What follows belongs to an exercise in optimizing a design on an open flow for small area, a short achievable clock period and few clock cycles; a production flow would make more cautious choices.
Where RTL was checked, it was by simulation tests only, not by an equivalence proof against the original.
For runs 2 and 3, only the layout was checked, not whether the RTL still works.

==> design/flow/design.v <==
module siphash_engine (
    input  wire         clk,
    input  wire         rst,         
    input  wire         msg_valid,
    output wire         msg_ready,
    input  wire         msg_first,   
    input  wire         msg_last,    
    input  wire [3:0]   msg_nbytes,  
    input  wire [63:0]  msg_data,    
    input  wire [127:0] msg_key,     
    output reg          tag_valid,
    output reg  [63:0]  tag
);
    localparam [1:0] S_WAIT = 2'd0, S_COMP = 2'd1, S_FIN = 2'd2;
    reg  [1:0]  state;
    reg  [1:0]  cnt;
    reg  [63:0] v0, v1, v2, v3;
    reg  [63:0] m;           
    reg  [7:0]  len;         
    reg         blk_final;   
    reg         pend_final;  
    assign msg_ready = (state == S_WAIT);
    wire accept = msg_valid && msg_ready;
    wire [63:0] a0  = v0 + v1;
    wire [63:0] a1  = {v1[50:0], v1[63:51]} ^ a0;           
    wire [63:0] a0r = {a0[31:0], a0[63:32]};                 
    wire [63:0] a2  = v2 + v3;
    wire [63:0] a3  = {v3[47:0], v3[63:48]} ^ a2;           
    wire [63:0] b0  = a0r + a3;
    wire [63:0] b3  = {a3[42:0], a3[63:43]} ^ b0;           
    wire [63:0] b2  = a2 + a1;
    wire [63:0] b1  = {a1[46:0], a1[63:47]} ^ b2;           
    wire [63:0] b2r = {b2[31:0], b2[63:32]};                 
    wire [63:0] k0 = msg_key[63:0];
    wire [63:0] k1 = msg_key[127:64];
    wire [63:0] i0 = msg_first ? (k0 ^ 64'h736f6d6570736575) : v0;
    wire [63:0] i1 = msg_first ? (k1 ^ 64'h646f72616e646f6d) : v1;
    wire [63:0] i2 = msg_first ? (k0 ^ 64'h6c7967656e657261) : v2;
    wire [63:0] i3 = msg_first ? (k1 ^ 64'h7465646279746573) : v3;
    wire [3:0]  nb      = msg_last ? msg_nbytes : 4'd8;
    wire [7:0]  len_new = (msg_first ? 8'd0 : len) + {4'd0, nb};
    wire        full    = !msg_last || (msg_nbytes == 4'd8);
    reg  [63:0] tail;
    integer i;
    always @(*) begin
        tail = 64'd0;
        for (i = 0; i < 7; i = i + 1)
            if (i < msg_nbytes) tail[8*i +: 8] = msg_data[8*i +: 8];
        tail[63:56] = len_new;
    end
    wire [63:0] word = full ? msg_data : tail;
    always @(posedge clk) begin
        if (rst) begin
            state     <= S_WAIT;
            cnt       <= 2'd0;
            tag_valid <= 1'b0;
            tag       <= 64'd0;
        end else begin
            tag_valid <= 1'b0;
            case (state)
                S_WAIT: if (accept) begin
                    v0 <= i0;
                    v1 <= i1;
                    v2 <= i2;
                    v3 <= i3 ^ word;
                    m  <= word;
                    len        <= len_new;
                    blk_final  <= !full;
                    pend_final <= full && msg_last;
                    cnt   <= 2'd0;
                    state <= S_COMP;
                end
                S_COMP: begin
                    v1  <= b1;
                    v2  <= b2r;
                    v3  <= b3;
                    v0  <= b0;
                    cnt <= cnt + 2'd1;
                    if (cnt == 2'd1) begin
                        v0 <= b0 ^ m;
                        cnt <= 2'd0;
                        if (blk_final) begin
                            v2    <= b2r ^ 64'h00000000000000ff;
                            state <= S_FIN;
                        end else if (pend_final) begin
                            m          <= {len, 56'd0};
                            v3         <= b3 ^ {len, 56'd0};
                            blk_final  <= 1'b1;
                            pend_final <= 1'b0;
                        end else begin
                            state <= S_WAIT;
                        end
                    end
                end
                S_FIN: begin
                    v0  <= b0;
                    v1  <= b1;
                    v2  <= b2r;
                    v3  <= b3;
                    cnt <= cnt + 2'd1;
                    if (cnt == 2'd3) begin
                        tag_valid <= 1'b1;
                        tag       <= b0 ^ b1 ^ b2r ^ b3;
                        state     <= S_WAIT;
                    end
                end
                default: state <= S_WAIT;
            endcase
        end
    end
endmodule
==> design/flow/run.sh <==
#!/bin/bash
# synth_recipe.tcl (not shown) runs the flow's synth.tcl, then flattens the netlist and writes it again
# the make line also repeats each setting of config.mk as NAME=value (left out here)
make -C /OpenROAD-flow-scripts/flow DESIGN_CONFIG=/design/flow/config.mk WORK_HOME=/design/flow/orfs CLKGATE_MAP_FILE= SYNTH_SCRIPT=/design/flow/synth_recipe.tcl finish
==> design/flow/config.mk <==
export PLATFORM = sky130hd
export DESIGN_NAME = siphash_engine
export DESIGN_NICKNAME = siphash_engine
export VERILOG_FILES = /design/flow/design.v
export SDC_FILE = /design/flow/constraint.sdc
export NUM_CORES = 4
export LEC_CHECK = 0
export CAP_MARGIN = 20
export CORE_MARGIN = 2
export CORE_UTILIZATION = 30
export SLEW_MARGIN = 20
==> design/flow/constraint.sdc <==
create_clock -name core_clock -period 12.0 [get_ports {clk}]
set_input_delay 2.4000 -clock core_clock [delete_from_list [all_inputs] [get_ports {clk}]]
set_output_delay 2.4000 -clock core_clock [all_outputs]
set_load 0.01 [all_outputs]
==> run_results.csv, run 1 <==
group,metric,value,unit
outcome,status,"complete, no violations",
layout,ff_latch_area,11300,um2
layout,area_delta_synth_final,19.4,%
cts,cts_max_level,2,
synthesis,synthCells,4313,
placement,dp_slack,2.92,ns
layout,num-nets-final,5014,
worst_hold_path,min_path_cells,2,
synthesis,ys_ff_latch,399,
layout,drive_gt1_share,8.67,%
floorplanning,die_h,359,um
synthesis,syn_area_per_cell,8.76,um2
placement,place_congestion,1.11,
worst_setup_path,slowest_delay,0.94,ns
synthesis,synthArstFlopShare,0,%
worst_hold_path,hp-start,"tag[27]$_SDFFE_PP0P_",
synthesis,synth-main-ff-cell,"edfxtp_1",
detailed_routing,final_antenna_net_count,0,
timing,worst_clock_skew,0.0568,ns
worst_setup_path,r2r-end,"tag[58]$_SDFFE_PP0P_",
worst_setup_path,ff2ff_path_depth,23,
placement,dp_hpwl,228,mm
timing,setup_tns,0,ns
timing,hold_viol_final,0,
detailed_routing,wl_per_cell,43.4,um
worst_setup_path,cp_cell_sequence,"ha_1 -> a211oi_1 -> o21ai_0 -> a21oi_1 -> o21ai_0 -> a21oi_1 -> o21ai_0 -> xor2_1 -> xor2_1 -> ha_1 -> nand2_1 -> o22ai_1 -> a21oi_1 -> a31oi_1 -> a21boi_0 -> o21ai_0 -> a31oi_1 -> o311ai_0 -> xor2_1 -> buf_4 -> xnor2_1 -> xnor2_1 -> a21oi_1",
synthesis,yosysUniqueCellTypes,102,
worst_setup_path,critPathSlowestCell,"xor2_1",
cts,cts.sinks,399,
timing,period_share,78.3,%
run,max_cap_violations,0,
timing,grt_setup_unrepaired,"false",
cts,clock_latency,0.71,ns
worst_setup_path,cp_max_fo,7,
synthesis,syn_area,37800,um2
detailed_routing,firstDrtPassIters,6,
placement,portBuffers,266,
synthesis,syn_nets,4782,
floorplanning,start_util,30.2,%
synthesis,synth.yosys.seq_area_share,29.9,%
worst_hold_path,hold_class,"flop to flop",
layout,final_cells,6247,
global_routing,grt_pass1_vias,36300,
detailed_routing,num_vias,38900,
floorplanning,die-area,129000,um2
worst_setup_path,worst-path-buf-inv,1,
timing,setup_viol,0,
synthesis,synth-edff-count,330,
worst_setup_path,path_class,"flop to flop",
floorplanning,die_w,359,um
floorplanning,std_cell_rows,130,
worst_setup_path,timing.rr.start,"v1[0]$_DFFE_PP_",
worst_setup_path,critPathTopFamily,"compound AO/OA/AOI/OAI gates",
detailed_routing,drt-vias-per-instance,6.22,
cts,cts_setup_buffers,0,
worst_setup_path,ff2ff_setup_slack,2.61,ns
placement,dp.cells,6136,
cts,clk_pin_slew,0.06,ns
timing,slew_headroom,10.3,%
cts,cts_buffers,55,
layout,final_util,36.0,%
detailed_routing,drc,0,
layout,multiInputGateArea,25600,um2
worst_hold_path,min_to,"tag[27]$_SDFFE_PP0P_",
timing,slew_viol_final,0,
worst_setup_path,crit_arrival,9.91,ns
layout,num-fill-cells,13100,
floorplanning,core_area,125000,um2
timing,period_needed,9.39,ns
worst_setup_path,startpoint_type,"flop",
global_routing,grt_pass1_wl,351,mm
detailed_routing,drt_iter0_markers,5963,
global_routing,grtUsageTotal,40.7,%
worst_setup_path,end_kind,"flop",
global_routing,grt_max_degree,118,
timing,worstMarginPinSlew,1.34,ns
cts,cts_resized,0,
floorplanning,io_pins,267,
timing,setup_ws,2.61,ns
cts,cts_tree,"built",
global_routing,grt_overflow,0,
global_routing,antenna_found_initial,30,
synthesis,synth_warnings,1,
cts,cts_root_buf,"clkbuf_16",
cts,ctsHoldBuffers,0,
cts,clockBufferDepth,3,
worst_setup_path,worstPathRequired,12.51,ns
detailed_routing,routed_wl,271,mm
timing,fmax,106,MHz
cells by family (layout without fill, tap and decap cells):
family,count (synthesis),in the layout,share of synthesized area (%)
AO/OA/AOI/OAI,1362,1362,23.1
XOR/XNOR,766,766,18.6
adder cells (fa/ha/maj),268,268,8.98
buffers and inverters,359,637,3.64
flip-flops,399,399,29.9
multiplexers,94,94,2.58
other,0,6,0
AND/OR/NAND/NOR,1065,1065,13.2
area by class of cell:
type / instances / area share (%)
multi-input combinational: 3555 / 56.8
sequential: 399 / 25.0
timing repair buffer: 422 / 8.51
tap: 1650 / 4.58
clock buffer: 66 / 3.26
inverter: 112 / 0.938
clock inverter: 37 / 0.874
antenna: 6 / 0.0333
tightest hold or removal path, cell delays in order, from the launching register on:
cell     delay, ns
dfxtp_1       0.31
nand2_1       0.05
a21oi_1       0.05
cell usage in the layout, fill, tap and decap left out, types with 39 or more instances in the layout:
cell,netlist,final
mux2i_1,68,68
a221oi_1,42,42
xor2_1,309,275
o21ai_0,259,259
nand3_1,61,61
dfxtp_1,69,69
nor2_1,240,239
edfxtp_1,330,330
clkbuf_16,0,56
buf_4,0,154
and3_1,82,82
nand2_1,407,407
a21o_1,135,135
inv_1,110,109
o22ai_1,71,71
ha_1,263,259
a31oi_1,39,39
a21oi_1,449,447
nand4_1,83,83
o21bai_1,59,59
clkdlybuf4s50_1,0,265
xnor2_1,430,411
synth_stat cells, types with 19 or more instances:
cell,number,area [um2]
clkbuf_1,218,818
xnor2_1,430,3770
nor2b_1,36,225
nand2_1,407,1530
ha_1,263,3290
o211ai_1,24,180
edfxtp_1,330,9910
nor3_1,37,185
nand3_1,61,305
and3_1,82,513
a211oi_1,35,263
o21ai_0,259,1300
a21oi_1,449,2250
o21a_1,37,278
a31oi_1,39,244
mux2_2,25,282
a221oi_1,42,368
inv_1,110,413
a22o_1,19,166
nand4_1,83,519
mux2i_1,68,681
nor2_1,240,901
o21bai_1,59,443
a21o_1,135,1010
xor2_1,309,2710
o22ai_1,71,444
nand2b_1,22,138
dfxtp_1,69,1380
metal layers:
layer	track usage (%)	vias to the layer above	share of wire, %
li1	-	16200	-
met1	53.0	19400	40
met2	59.8	2632	42
met3	9.04	567	10
met4	28.3	12	8.5
met5	0	-	0.028
stage by stage:
step,hold slack [ns],area [um2]
after floorplan,0.476,37800
after global placement,0.444,43100
after detailed placement,0.444,43200
after CTS,0.452,45000
after global routing,0.473,45100
final,0.454,45100
how the worst max path moves through the flow:
stage	from	depth (start not counted)	to	slack [ns]
after floorplan	msg_first	5	v0[0]$_DFFE_PP_	3.27
after global placement	v1[8]$_DFFE_PP_	22	tag[14]$_SDFFE_PP0P_	2.43
after detailed placement	v1[0]$_DFFE_PP_	23	tag[58]$_SDFFE_PP0P_	2.92
after CTS	v1[0]$_DFFE_PP_	23	tag[58]$_SDFFE_PP0P_	2.82
after global routing	v1[2]$_DFFE_PP_	23	tag[58]$_SDFFE_PP0P_	2.42
final	v1[0]$_DFFE_PP_	23	tag[58]$_SDFFE_PP0P_	2.61
state kept, by name, summed over array words and instances, names as in the netlist:
name / cells
tag: 64
m: 64
len: 8
v1: 64
v0: 64
blk_final: 1
state: 2
cnt: 2
pend_final: 1
v2: 64
v3: 64
tag_valid: 1
Testbench counts, summed over its fixed seeds: cycles 8,681.
==> run 2, diff against run 1 <==
==> design/flow/design.v (replaced) <==
module siphash_engine (
    input  wire         clk,
    input  wire         rst,         
    input  wire         msg_valid,
    output reg          msg_ready,
    input  wire         msg_first,   
    input  wire         msg_last,    
    input  wire [3:0]   msg_nbytes,  
    input  wire [63:0]  msg_data,    
    input  wire [127:0] msg_key,     
    output reg          tag_valid,
    output reg  [63:0]  tag
);
    reg         r1, r2;              
    reg  [3:0]  f;                   
    reg  [63:0] v0, v1, v2, v3;
    reg  [63:0] m;                   
    reg  [7:0]  len;                 
    reg         blk_final;           
    reg         pend_final;          
    wire accept = msg_valid && msg_ready;
    wire busy   = r1 | r2 | (|f);
    wire [63:0] a0  = v0 + v1;
    wire [63:0] a1  = {v1[50:0], v1[63:51]} ^ a0;           
    wire [63:0] a0r = {a0[31:0], a0[63:32]};                 
    wire [63:0] a2  = v2 + v3;
    wire [63:0] a3  = {v3[47:0], v3[63:48]} ^ a2;           
    wire [63:0] b0  = a0r + a3;
    wire [63:0] a3r = {a3[42:0], a3[63:43]};                 
    wire [63:0] b2  = a2 + a1;
    wire [63:0] a1r = {a1[46:0], a1[63:47]};                 
    wire [63:0] b2r = {b2[31:0], b2[63:32]};                 
    wire [63:0] b1  = a1r ^ b2;
    wire [63:0] rtag = a3r ^ a1r ^ b2 ^ b2r;
    wire [3:0]  nb      = msg_last ? msg_nbytes : 4'd8;
    wire [7:0]  len_new = (msg_first ? 8'd0 : len) + {4'd0, nb};
    wire        full    = !msg_last || (msg_nbytes == 4'd8);
    reg  [63:0] tail;
    integer i;
    always @(*) begin
        tail = 64'd0;
        for (i = 0; i < 7; i = i + 1)
            if (i < msg_nbytes) tail[8*i +: 8] = msg_data[8*i +: 8];
        tail[63:56] = len_new;
    end
    wire [63:0] word = full ? msg_data : tail;
    wire blk_end  = r2;
    wire go_len   = r2 && !blk_final && pend_final;       
    wire go_fin   = r2 && blk_final;                      
    wire load     = accept && msg_first;                  
    wire [63:0] k0 = msg_key[63:0];
    wire [63:0] k1 = msg_key[127:64];
    wire [63:0] x3 = accept ? word : (go_len ? {len, 56'd0} : 64'd0);
    wire [63:0] x0 = blk_end ? m : 64'd0;
    always @(posedge clk) begin
        if (load) begin
            v0 <= k0 ^ 64'h736f6d6570736575;
            v1 <= k1 ^ 64'h646f72616e646f6d;
            v2 <= k0 ^ 64'h6c7967656e657261;
            v3 <= k1 ^ 64'h7465646279746573 ^ word;
        end else if (busy) begin
            v0 <= b0 ^ x0;
            v1 <= b1;
            v2 <= go_fin ? (b2r ^ 64'h00000000000000ff) : b2r;
            v3 <= b0 ^ (a3r ^ x3);
        end else if (accept) begin
            v3 <= v3 ^ word;
        end
        if (accept)
            m <= word;
        else if (go_len)
            m <= {len, 56'd0};
        if (accept) begin
            len        <= len_new;
            blk_final  <= !full;
            pend_final <= full && msg_last;
        end else if (go_len) begin
            blk_final  <= 1'b1;
            pend_final <= 1'b0;
        end
    end
    always @(posedge clk) begin
        if (rst) begin
            r1        <= 1'b0;
            r2        <= 1'b0;
            f         <= 4'd0;
            msg_ready <= 1'b1;
            tag_valid <= 1'b0;
            tag       <= 64'd0;
        end else begin
            r1        <= accept || go_len;
            r2        <= r1;
            f         <= {f[2:0], go_fin};
            tag_valid <= f[3];
            if (f[3])
                tag <= rtag;
            msg_ready <= !(accept || go_len) && !go_fin && !f[0] && !f[1]
                         && !(r1 && (blk_final || pend_final));
        end
    end
endmodule
==> run_results.csv, run 2 <==
group,metric,value,unit
outcome,status,"complete, no violations",
synthesis,synth_most_common_cell,"nand2_1",
layout,area_delta_synth_final,19.7,%
synthesis,synth-main-ff-cell,"edfxtp_1",
layout,multiInputGateArea,26000,um2
synthesis,synthArstFlopShare,0,%
timing,hold_viol_final,0,
detailed_routing,final_antenna_net_count,0,
synthesis,synthTopCellsByCount,"465 x nand2_1, 442 x xnor2_1, 425 x a21oi_1",
placement,place_congestion,1.11,
run,max_cap_violations,0,
detailed_routing,firstDrtPassIters,7,
detailed_routing,drc,0,
placement,dp_hpwl,240,mm
timing,setup_tns,0,ns
cts,cts.sinks,402,
synthesis,yosysTopAreaCell,"edfxtp_1",
synthesis,synthTopCellsByArea,"edfxtp_1 26%, xnor2_1 10%, ha_1 8.4%, xor2_1 8.2%, a21oi_1 5.6%",
synthesis,syn_nets,4817,
timing,slew_viol_final,0,
cts,clock_latency,0.70,ns
timing,slew_headroom,8.69,%
floorplanning,die_h,360,um
worst_setup_path,slowest_delay,0.92,ns
layout,drive_gt1_share,7.43,%
global_routing,grt_overflow,0,
placement,placed_area,43400,um2
synthesis,syn_area_per_cell,8.73,um2
cts,clk_pin_slew,0.06,ns
layout,num-nets-final,5057,
worst_setup_path,worstPathRequired,12.60,ns
floorplanning,core_area,126000,um2
synthesis,yosysUniqueCellTypes,97,
cts,cts_tree,"built",
floorplanning,std_cell_rows,130,
timing,setup_viol,0,
layout,mostFrequentLayoutCells,"461 x nand2_1, 425 x a21oi_1, 417 x xnor2_1",
global_routing,antenna_found_initial,39,
cts,cts_setup_buffers,0,
layout,num-fill-cells,13000,
floorplanning,io_pins,267,
timing,worstMarginPinSlew,1.37,ns
worst_setup_path,cp_cell_sequence,"ha_1 -> inv_1 -> fa_1 -> nor2b_1 -> o31ai_1 -> a211oi_1 -> o21ai_1 -> a21oi_1 -> a41oi_1 -> xnor2_2 -> xor2_1 -> ha_1 -> nand4_1 -> a2111oi_0 -> o21ai_0 -> nand3_1 -> o21ai_1 -> a21bo_2 -> a211oi_1 -> a31oi_1 -> xnor2_1 -> xnor2_1 -> xnor2_1 -> a211oi_1",
layout,ff_latch_area,11400,um2
cts,cts_resized,0,
timing,worst_clock_skew,0.0312,ns
worst_setup_path,cp_max_fo,7,
synthesis,syn_area,38000,um2
global_routing,grtUsageTotal,42.1,%
timing,setup_ws,1.91,ns
floorplanning,start_util,30.2,%
worst_setup_path,worst-path-buf-inv,1,
layout,final_util,36.2,%
detailed_routing,drt-vias-per-instance,6.15,
floorplanning,die-area,130000,um2
synthesis,synth.yosys.seq_area_share,29.9,%
synthesis,synth_top_area_share,26.1,%
timing,period_share,84.0,%
global_routing,grt_pass1_vias,35700,
worst_setup_path,critPathTopFamily,"compound AO/OA/AOI/OAI gates",
placement,dp_slack,2.43,ns
global_routing,grt_pass1_wl,358,mm
global_routing,grt_max_degree,155,
synthesis,synth-edff-count,330,
detailed_routing,num_vias,38700,
timing,grt_setup_unrepaired,"false",
timing,fmax,99.2,MHz
worst_setup_path,startpoint_type,"flop",
cts,clockBufferDepth,3,
detailed_routing,wl_per_cell,44.6,um
synthesis,synthCells,4355,
synthesis,ys_ff_latch,402,
detailed_routing,routed_wl,281,mm
layout,fin_area,45500,um2
cts,cts_root_buf,"clkbuf_16",
detailed_routing,drt_iter0_markers,5523,
worst_setup_path,critPathSlowestCell,"xnor2_1",
worst_setup_path,path_class,"flop to flop",
cts,ctsHoldBuffers,0,
cts,cts_max_level,2,
synthesis,synth_warnings,1,
worst_setup_path,end_kind,"flop",
floorplanning,die_w,360,um
cts,cts_buffers,56,
timing,period_needed,10.09,ns
placement,portBuffers,266,
worst_hold_path,hold_class,"flop to flop",
worst_setup_path,crit_arrival,10.68,ns
layout,final_common_cell,"nand2_1",
[run 2: cell count changes after synthesis, moves of 28 or more]
cell / before / now
a211oi_1: 35 / 80
a21o_1: 135 / 165
a221oi_1: 42 / 14
and3_1: 82 / 50
mux2i_1: 68 / 39
nand2_1: 407 / 465
nor2_1: 240 / 340
o22ai_1: 71 / 20
xor2_1: 309 / 358
[run 2: worst paths after layout]
path	slack (ns)	start	to	depth (start not counted)
setup / recovery	1.91	v1[0]$_DFFE_PP_	tag[57]$_SDFFE_PP0P_	24
hold / removal	0.46	f[2]$_SDFF_PP0_	f[3]$_SDFF_PP0_	1
setup reg to reg	1.91	v1[0]$_DFFE_PP_	tag[57]$_SDFFE_PP0P_	24
hold reg to reg	0.46	f[2]$_SDFF_PP0_	f[3]$_SDFF_PP0_	1
[run 2: per-stage QoR]
step                      cells  hold slack, ns
final                      6302           0.462
after global placement     6183           0.440
after CTS                  6293           0.464
after floorplan            4355           0.439
after detailed placement   6187           0.453
after global routing       6293           0.484
[run 2: logic make-up after synthesis]
family	count (synthesis)	share of synthesized area, %
buffers and inverters	302	3.02
XOR/XNOR	851	21.3
adder cells (fa/ha/maj)	261	8.69
multiplexers	42	1.12
AND/OR/NAND/NOR	1172	13.8
flip-flops	402	29.9
AO/OA/AOI/OAI	1325	22.2
[run 2: final cells by class]
cell class | instances | share of cell area (%)
multi-input cells | 3651 | 57.0
well taps | 1650 | 4.54
inverters | 89 | 0.750
clock buffers | 68 | 3.38
flip-flops and latches | 402 | 24.9
repair buffers | 395 | 8.11
clock inverters | 38 | 1.18
diodes | 9 | 0.0495
[run 2: metal layers]
layer / wire, um / part of all wire, % / vias to the layer above / global-route usage [%]
met5: 190 / 0.068 / - / 0
met3: 27800 / 9.9 / 469 / 10.5
met2: 116000 / 41 / 2343 / 60.8
li1: - / - / 16200 / -
met4: 18600 / 6.6 / 28 / 23.7
met1: 119000 / 42 / 19700 / 56.9
==> run 3, diff against run 2 <==
--- a/design/flow/design.v
+++ b/design/flow/design.v
@@ -31,7 +31,7 @@
     wire [63:0] a1r = {a1[46:0], a1[63:47]};                 
     wire [63:0] b2r = {b2[31:0], b2[63:32]};                 
     wire [63:0] b1  = a1r ^ b2;
-    wire [63:0] rtag = a3r ^ a1r ^ b2 ^ b2r;
+    wire [63:0] rtag = a3r ^ b1 ^ b2r;
     wire [3:0]  nb      = msg_last ? msg_nbytes : 4'd8;
     wire [7:0]  len_new = (msg_first ? 8'd0 : len) + {4'd0, nb};
     wire        full    = !msg_last || (msg_nbytes == 4'd8);
--- a/design/flow/config.mk
+++ b/design/flow/config.mk
@@ -5,7 +5,9 @@
 export SDC_FILE = /design/flow/constraint.sdc
 export NUM_CORES = 4
 export LEC_CHECK = 0
+export ABC_CLOCK_PERIOD_IN_PS = 4000
 export CAP_MARGIN = 20
 export CORE_MARGIN = 2
-export CORE_UTILIZATION = 30
+export CORE_UTILIZATION = 40
+export SETUP_SLACK_MARGIN = 5
 export SLEW_MARGIN = 20
==> run_results.csv, run 3 <==
group,metric,value,unit
timing,hold_viol_final,0,
placement,dp_hpwl,207,mm
timing,grt_setup_unrepaired,"true",
placement,portBuffers,266,
synthesis,synth_fa_ha_area_share,8.73,%
layout,area_delta_synth_final,26.3,%
worst_setup_path,cp_common_cell,"xnor2_1",
placement,dp_slack,3.32,ns
synthesis,synth_xor_area_share,21.0,%
synthesis,synth_top_area_share,26.2,%
worst_setup_path,worst-path-buf-inv,1,
synthesis,yosysTopAreaCell,"edfxtp_1",
floorplanning,start_util,40.4,%
synthesis,synth.yosys.seq_area_share,30.0,%
layout,final_common_cell,"nand2_1",
layout,final_util,51.1,%
cts,cts_buffers,53,
cts,clk_pin_slew,0.06,ns
detailed_routing,firstDrtPassIters,8,
worst_setup_path,crit_arrival,7.80,ns
cts,cts.sinks,402,
layout,mostFrequentLayoutCells,"475 x nand2_1, 395 x a21oi_1, 393 x xnor2_1",
layout,fin_area,47800,um2
floorplanning,die-area,97100,um2
synthesis,synth-main-ff-cell,"edfxtp_1",
cts,clock_latency,0.69,ns
detailed_routing,routed_wl,248,mm
placement,placed_area,42400,um2
detailed_routing,drt-vias-per-instance,6.65,
worst_setup_path,startpoint_type,"flop",
synthesis,synth_mux_area_share,0.823,%
synthesis,syn_area_per_cell,8.67,um2
detailed_routing,drc,0,
floorplanning,std_cell_rows,112,
cts,clockBufferDepth,3,
synthesis,ys_ff_latch,402,
timing,slew_viol_final,0,
synthesis,synthArstFlopShare,0,%
global_routing,grt_max_degree,143,
detailed_routing,drt_iter0_markers,7007,
global_routing,grtUsageTotal,49.3,%
layout,num-fill-cells,8995,
global_routing,grt_pass1_wl,322,mm
timing,setup_tns,0,ns
timing,worst_clock_skew,0.0266,ns
global_routing,antenna_found_initial,33,
synthesis,synth_compound_area_share,22.2,%
synthesis,syn_area,37800,um2
synthesis,yosysUniqueCellTypes,98,
timing,setup_viol,0,
placement,place_congestion,1.16,
worst_hold_path,hold_class,"flop to flop",
worst_setup_path,cp_cell_sequence,"ha_1 -> inv_1 -> fa_1 -> nand2b_1 -> nand2b_1 -> a21oi_1 -> xnor2_1 -> xor2_1 -> ha_1 -> a21oi_1 -> o22ai_1 -> o31a_1 -> o21ai_0 -> o21ba_2 -> o21bai_1 -> xor2_1 -> xnor2_1 -> xnor2_1 -> xnor2_1 -> mux2i_1 -> nor2_1",
timing,worstMarginPinSlew,1.21,ns
worst_setup_path,worstPathRequired,12.53,ns
floorplanning,die_h,312,um
synthesis,yosys.area_share.simple,14.3,%
synthesis,synthCells,4364,
synthesis,synthTopCellsByArea,"edfxtp_1 26%, xnor2_1 11%, ha_1 8.5%, xor2_1 8.1%, a21oi_1 5.6%",
cts,cts_root_buf,"clkbuf_16",
synthesis,synth_top_family_by_area,"compound AO/OA/AOI/OAI gates",
floorplanning,die_w,312,um
timing,setup_ws,4.73,ns
detailed_routing,num_vias,39900,
global_routing,grt_pass1_vias,35900,
worst_setup_path,cp_max_fo,6,
layout,drive_gt1_share,14.3,%
synthesis,synth_most_common_cell,"nand2_1",
synthesis,synth-edff-count,330,
detailed_routing,final_antenna_net_count,0,
timing,period_needed,7.27,ns
global_routing,grt_overflow,0,
worst_setup_path,critPathSlowestCell,"xnor2_1",
timing,fmax,138,MHz
timing,slew_headroom,18.5,%
worst_setup_path,path_class,"flop to flop",
outcome,status,"complete, no violations",
worst_setup_path,end_kind,"flop",
synthesis,synth_warnings,1,
floorplanning,core_area,93600,um2
synthesis,syn_nets,4826,
cts,ctsHoldBuffers,0,
cts,cts_max_level,2,
layout,num-nets-final,5142,
run,max_cap_violations,0,
timing,period_share,60.6,%
worst_setup_path,slowest_delay,0.74,ns
worst_setup_path,critPathTopFamily,"XOR/XNOR gates",
synthesis,synthTopCellsByCount,"482 x nand2_1, 466 x xnor2_1, 427 x a21oi_1",
cts,cts_tree,"built",
floorplanning,io_pins,267,
detailed_routing,wl_per_cell,41.4,um
-- run 3: kinds of logic (layout without fill, tap and decap cells) --
logic type,count (synthesis),in the layout
compound gates,1319,1319
xor+xnor,855,855
fa+ha+maj,261,261
buf+inv,301,661
flops,402,402
mux,31,31
other cells,0,15
simple gates,1195,1195
-- run 3: worst paths after layout --
path	startpoint	to	slack, ns	depth (start not counted)
worst min-delay path	f[2]$_SDFF_PP0_	f[3]$_SDFF_PP0_	0.45	1
worst max register to register	v1[0]$_DFFE_PP_	tag[22]$_SDFFE_PP0P_	4.73	21
worst min register to register	f[2]$_SDFF_PP0_	f[3]$_SDFF_PP0_	0.45	1
worst max-delay path	v1[0]$_DFFE_PP_	tag[22]$_SDFFE_PP0P_	4.73	21
-- run 3: layout make-up --
type | instances | area (um2) | share of cell area (%)
multi-input combinational | 3661 | 28400 | 59.3
sequential | 402 | 11400 | 23.8
timing repair buffer | 458 | 4370 | 9.15
tap | 1254 | 1570 | 3.28
clock buffer | 77 | 1510 | 3.16
inverter | 104 | 398 | 0.832
clock inverter | 22 | 198 | 0.414
antenna | 15 | 37.5 | 0.0785
-- run 3: through the flow --
stage	instances	hold slack [ns]
finish	5993	0.453
global route	5978	0.471
CTS	5930	0.456
detailed placement	5789	0.447
global placement	5784	0.443
floorplan	4364	0.439
-- run 3: routing by layer --
layer / GRT usage, % / vias to the layer above / share of wire [%]
met5: 0 / - / 0.054
met4: 33.0 / 20 / 8.7
met3: 18.6 / 717 / 15
met2: 68.2 / 3160 / 39
met1: 63.5 / 19600 / 38
li1: - / 16400 / -
-- run 3: repair_timing --
item                       4_1_cts  5_1_grt
gates cloned                     0        0
gates resized for setup        258      181
setup endpoints to repair      239      162
setup buffers                   42       48
pin swaps                       28       33
==> run 4, diff against run 3 <==
--- a/design/flow/design.v
+++ b/design/flow/design.v
@@ -20,18 +20,87 @@
     reg         pend_final;          
     wire accept = msg_valid && msg_ready;
     wire busy   = r1 | r2 | (|f);
-    wire [63:0] a0  = v0 + v1;
+    function [63:0] add_bk(input [63:0] a, input [63:0] b);    
+        reg [63:0] g, p, g0, p0;
+        integer l, i;
+        begin
+            g = a & b; p = a ^ b; g0 = g; p0 = p;
+            for (l = 0; l < 6; l = l + 1)
+                for (i = (2 << l) - 1; i < 64; i = i + (2 << l)) begin
+                    g[i] = g[i] | (p[i] & g[i - (1 << l)]);
+                    p[i] = p[i] & p[i - (1 << l)];
+                end
+            for (l = 4; l >= 0; l = l - 1)
+                for (i = 3 * (1 << l) - 1; i < 64; i = i + (2 << l)) begin
+                    g[i] = g[i] | (p[i] & g[i - (1 << l)]);
+                    p[i] = p[i] & p[i - (1 << l)];
+                end
+            add_bk = p0 ^ {g[62:0], 1'b0};
+        end
+    endfunction
+    function [63:0] add_sk(input [63:0] a, input [63:0] b);    
+        reg [63:0] g, p, g0, p0;
+        integer l, i, j;
+        begin
+            g = a & b; p = a ^ b; g0 = g; p0 = p;
+            for (l = 0; l < 6; l = l + 1)
+                for (i = 0; i < 64; i = i + 1)
+                    if ((i >> l) & 1) begin
+                        j = ((i >> l) << l) - 1;
+                        g[i] = g[i] | (p[i] & g[j]);
+                        p[i] = p[i] & p[j];
+                    end
+            add_sk = p0 ^ {g[62:0], 1'b0};
+        end
+    endfunction
+    function [63:0] add_ks(input [63:0] a, input [63:0] b);    
+        reg [63:0] g, p, p0, gn, pn;
+        integer l, i;
+        begin
+            g = a & b; p = a ^ b; p0 = p;
+            for (l = 0; l < 6; l = l + 1) begin
+                gn = g; pn = p;
+                for (i = (1 << l); i < 64; i = i + 1) begin
+                    gn[i] = g[i] | (p[i] & g[i - (1 << l)]);
+                    pn[i] = p[i] & p[i - (1 << l)];
+                end
+                g = gn; p = pn;
+            end
+            add_ks = p0 ^ {g[62:0], 1'b0};
+        end
+    endfunction
+    function [63:0] add_hc(input [63:0] a, input [63:0] b);    
+        reg [63:0] g, p, p0, gn, pn;
+        integer l, i;
+        begin
+            g = a & b; p = a ^ b; p0 = p;
+            for (l = 0; l < 6; l = l + 1) begin
+                gn = g; pn = p;
+                for (i = (1 << l); i < 64; i = i + 1)
+                    if (i & 1) begin
+                        gn[i] = g[i] | (p[i] & g[i - (1 << l) - (l == 0 ? 0 : 0)]);
+                        pn[i] = p[i] & p[i - (1 << l)];
+                    end
+                g = gn; p = pn;
+            end
+            for (i = 2; i < 64; i = i + 2) begin
+                g[i] = g[i] | (p[i] & g[i - 1]);
+            end
+            add_hc = p0 ^ {g[62:0], 1'b0};
+        end
+    endfunction
+    wire [63:0] a0  = add_sk(v0, v1);
     wire [63:0] a1  = {v1[50:0], v1[63:51]} ^ a0;           
     wire [63:0] a0r = {a0[31:0], a0[63:32]};                 
-    wire [63:0] a2  = v2 + v3;
+    wire [63:0] a2  = add_sk(v2, v3);
     wire [63:0] a3  = {v3[47:0], v3[63:48]} ^ a2;           
-    wire [63:0] b0  = a0r + a3;
+    wire [63:0] b0  = add_sk(a0r, a3);
     wire [63:0] a3r = {a3[42:0], a3[63:43]};                 
-    wire [63:0] b2  = a2 + a1;
+    wire [63:0] b2  = add_sk(a2, a1);
     wire [63:0] a1r = {a1[46:0], a1[63:47]};                 
     wire [63:0] b2r = {b2[31:0], b2[63:32]};                 
     wire [63:0] b1  = a1r ^ b2;
-    wire [63:0] rtag = a3r ^ b1 ^ b2r;
+    wire [63:0] rtag = (a3r ^ a1r) ^ (b2 ^ b2r);
     wire [3:0]  nb      = msg_last ? msg_nbytes : 4'd8;
     wire [7:0]  len_new = (msg_first ? 8'd0 : len) + {4'd0, nb};
     wire        full    = !msg_last || (msg_nbytes == 4'd8);
==> design/flow/flow/run.sh (new file) <==
#!/bin/bash
# Standard ORFS layout (the standard.sh, standard synthesis) with
# minimum-size port buffers; SDC and clock period unchanged.
set -euo pipefail
bash standard.sh "BUFFER_PORTS_ARGS=-buffer_cell sky130_fd_sc_hd__buf_1" finish > flow_orfs.log 2>&1
==> design/flow/standard.sh (new file) <==
#!/bin/bash
# synth_recipe.tcl (not shown) runs the flow's synth.tcl, then flattens the netlist and writes it again
# the make line also repeats each setting of config.mk as NAME=value (left out here)
make -C /OpenROAD-flow-scripts/flow DESIGN_CONFIG=/design/flow/config.mk WORK_HOME=/design/flow/orfs CLKGATE_MAP_FILE= SYNTH_SCRIPT=/design/flow/synth_recipe.tcl "${@:-finish}"
--- a/design/flow/config.mk
+++ b/design/flow/config.mk
@@ -5,7 +5,6 @@
 export SDC_FILE = /design/flow/constraint.sdc
 export NUM_CORES = 4
 export LEC_CHECK = 0
-export ABC_CLOCK_PERIOD_IN_PS = 4000
 export CAP_MARGIN = 20
 export CORE_MARGIN = 2
 export CORE_UTILIZATION = 40
removed: design/flow/run.sh
==> run_results.csv, run 4 <==
group,metric,value,unit
outcome,status,"complete, no violations",
worst_setup_path,ff2ff_setup_slack,4.78,ns
worst_setup_path,critPathTopFamily,"compound AO/OA/AOI/OAI gates",
global_routing,grt_overflow,0,
floorplanning,std_cell_rows,106,
worst_setup_path,slowest_delay,0.68,ns
layout,mostFrequentLayoutCells,"360 x xnor2_1, 330 x edfxtp_1, 317 x nand2_1",
timing,setup_tns,0,ns
detailed_routing,routed_wl,167,mm
cts,cts_tree,"built",
global_routing,antenna_found_initial,15,
synthesis,yosysUniqueCellTypes,88,
synthesis,synth_top_area_share,29.6,%
detailed_routing,drt-vias-per-instance,6.23,
detailed_routing,firstDrtPassIters,7,
layout,multiInputGateArea,23000,um2
global_routing,grt_max_degree,162,
synthesis,synthTopCellsByArea,"edfxtp_1 30%, xnor2_1 11%, ha_1 9.4%, xor2_1 8.8%, dfxtp_1 4.3%",
layout,num-fill-cells,7877,
worst_setup_path,r2r-end,"tag[52]$_SDFFE_PP0P_",
timing,setup_viol,0,
floorplanning,start_util,40.2,%
run,max_cap_violations,0,
layout,drive_gt1_share,12.5,%
detailed_routing,final_antenna_net_count,0,
detailed_routing,drt_iter0_markers,5032,
worst_setup_path,ff2ff_path_depth,24,
cts,clockBufferDepth,3,
worst_hold_path,hp-start,"f[2]$_SDFF_PP0_",
cts,clk_pin_slew,0.06,ns
cts,cts_root_buf,"clkbuf_16",
layout,ff_latch_area,11400,um2
placement,portBuffers,266,
timing,slew_viol_final,0,
synthesis,synth_top_family_by_area,"XOR/XNOR gates",
worst_setup_path,cp_max_fo,5,
layout,fin_area,39900,um2
worst_hold_path,min_path_cells,1,
worst_setup_path,crit_arrival,7.68,ns
cts,ctsHoldBuffers,0,
detailed_routing,met2_length,66.7,mm
detailed_routing,wl_per_cell,33.9,um
worst_setup_path,worstPathRequired,12.46,ns
floorplanning,core_area,83200,um2
floorplanning,die_w,293,um
synthesis,syn_nets,3955,
worst_hold_path,hold_class,"flop to flop",
layout,final_common_cell,"xnor2_1",
placement,place_congestion,1.13,
synthesis,synth_fa_ha_area_share,10.9,%
worst_setup_path,timing.rr.start,"v1[29]$_DFFE_PP_",
detailed_routing,num_vias,30700,
placement,placed_area,35800,um2
cts,cts.sinks,402,
cts,clock_latency,0.63,ns
placement,dp_hpwl,135,mm
layout,area_delta_synth_final,19.3,%
floorplanning,die-area,85900,um2
global_routing,grt_pass1_vias,27500,
global_routing,grtUsageTotal,37.8,%
synthesis,synth_warnings,1,
synthesis,syn_area_per_cell,9.62,um2
synthesis,synth_compound_area_share,17.0,%
floorplanning,die_h,293,um
cts,cts_max_level,2,
synthesis,yosysTopAreaCell,"edfxtp_1",
worst_setup_path,end_kind,"flop",
timing,period_needed,7.22,ns
synthesis,ys_ff_latch,402,
cts,cts_buffers,49,
synthesis,syn_area,33400,um2
layout,final_util,48.0,%
global_routing,grt_pass1_wl,223,mm
detailed_routing,drc,0,
synthesis,synthCells,3477,
timing,worstMarginPinSlew,1.32,ns
synthesis,synth_mux_area_share,1.26,%
detailed_routing,met1_length,65.0,mm
synthesis,synth-edff-count,330,
synthesis,synthArstFlopShare,0,%
worst_setup_path,worst-path-buf-inv,2,
worst_setup_path,critPathSlowestCell,"xor2_1",
detailed_routing,top_layer,"met5",
timing,fmax,138,MHz
detailed_routing,met3WireLength,24.8,mm
layout,num-nets-final,4286,
timing,fin_hold_ws,0.465,ns
worst_setup_path,startpoint_type,"flop",
synthesis,synth-main-ff-cell,"edfxtp_1",
timing,slew_headroom,11.5,%
worst_setup_path,cp_cell_sequence,"ha_1 -> nand3_1 -> nor2_2 -> nand4_1 -> a311oi_4 -> a21oi_4 -> o21ai_4 -> a21boi_2 -> o21bai_1 -> xor2_2 -> xor2_1 -> ha_1 -> and4_4 -> and4_4 -> nand4_1 -> buf_6 -> a2111oi_4 -> nor3_2 -> buf_4 -> o21ai_1 -> xor2_1 -> xnor2_1 -> xnor2_1 -> a211oi_1",
synthesis,synth_most_common_cell,"xnor2_1",
synthesis,synthTopCellsByCount,"425 x xnor2_1, 337 x xor2_1, 330 x edfxtp_1",
timing,worst_clock_skew,0.0330,ns
worst_hold_path,min_to,"f[3]$_SDFF_PP0_",
floorplanning,io_pins,267,
timing,grt_setup_unrepaired,"true",
synthesis,synth_xor_area_share,23.0,%
synthesis,synth.yosys.seq_area_share,34.0,%
timing,period_share,60.2,%
synthesis,yosys.area_share.simple,11.4,%
worst_setup_path,path_class,"flop to flop",
timing,hold_viol_final,0,
==> run 4: cell count changes after synthesis, sizes merged, moves of 30 or more <==
cell / before / now
nor2: 319 / 235
xnor2: 470 / 428
nand2: 482 / 324
o21bai: 71 / 33
a21oi: 427 / 276
o21ai: 286 / 192
nand4: 63 / 22
nand3: 65 / 35
a21o: 139 / 101
clkbuf: 174 / 90
==> run 4: kinds of logic after synthesis <==
family / Yosys count
AO/OA/AOI/OAI: 891
buffers and inverters: 221
adder cells (fa/ha/maj): 277
flip-flops: 402
multiplexers: 42
AND/OR/NAND/NOR: 836
XOR/XNOR: 808
==> run 4: per-layer routing <==
| layer | track usage [%] | vias to the layer above |
|---|---|---|
| met5 | 0 | - |
| met4 | 19.9 | 12 |
| met3 | 12.3 | 455 |
| met2 | 52.7 | 2263 |
| met1 | 51.6 | 14900 |
| li1 | - | 13100 |
==> run 4: how the worst max path moves through the flow <==
stage,endpoint,from,slack (ns),depth (start not counted)
after global placement,tag[56]$_SDFFE_PP0P_,v1[0]$_DFFE_PP_,2.63,24
after detailed placement,tag[56]$_SDFFE_PP0P_,v1[0]$_DFFE_PP_,2.73,24
after global routing,tag[14]$_SDFFE_PP0P_,v1[0]$_DFFE_PP_,4.86,25
after CTS,tag[58]$_SDFFE_PP0P_,v1[0]$_DFFE_PP_,4.91,31
after floorplan,v3[23]$_DFFE_PP_,msg_first,5.57,8
final,tag[52]$_SDFFE_PP0P_,v1[29]$_DFFE_PP_,4.78,24
==> run 4: repair_timing <==
item                                    CTS  global route
pin swaps                                22            54
gates resized for setup                 120           151
endpoints found under the setup margin  212           165
buffers inserted                         25            64
==> run 4: through the flow <==
stage,std cells,setup slack (ns)
after global placement,4747,2.63
final,4935,4.78
after detailed placement,4748,2.73
after global routing,4928,4.86
after floorplan,3477,5.57
after CTS,4864,4.91
==> run 4: cell type report <==
cell class                      instances  area share, %
Antenna cell                            7         0.0439
Clock buffer                           59           3.30
Clock inverter                         32          0.928
Inverter                              107           1.03
Multi-Input combinational cell       2854           57.7
Sequential cell                       402           28.5
Tap cell                             1080           3.39
Timing Repair Buffer                  394           5.12
Testbench counts of run 4, summed over its fixed seeds: cycles 6,456.

port drivers added, routing unchanged:
No port has a modelled driver above. Below, the same layouts with a new extraction and two added sets of constraints.
Step 1, drivers: a clkbuf_16 drives clk and a buf_2 each remaining input, both assumed.
Step 2 moves the port delays by t, midway between the first and last clock arrival at a register: inputs arrive t later, outputs are due t later. That takes back most of the time a late clock gives input paths.
Slacks: no drivers / after step 1 / after step 2; pairs: no drivers / after step 1.
run | t, ns | slack for setup (ns) | latest minus earliest clock arrival (ns)
run 1 | 0.768 | 2.610 / 2.610 / 2.610 | 0.057 / 0.057
run 2 | 0.762 | 1.915 / 1.915 / 1.915 | 0.031 / 0.031
run 3 | 0.750 | 4.729 / 4.729 / 4.729 | 0.027 / 0.027
run 4 | 0.680 | 4.777 / 4.777 / 4.777 | 0.033 / 0.033
After both steps setup and hold are still met in every run listed.
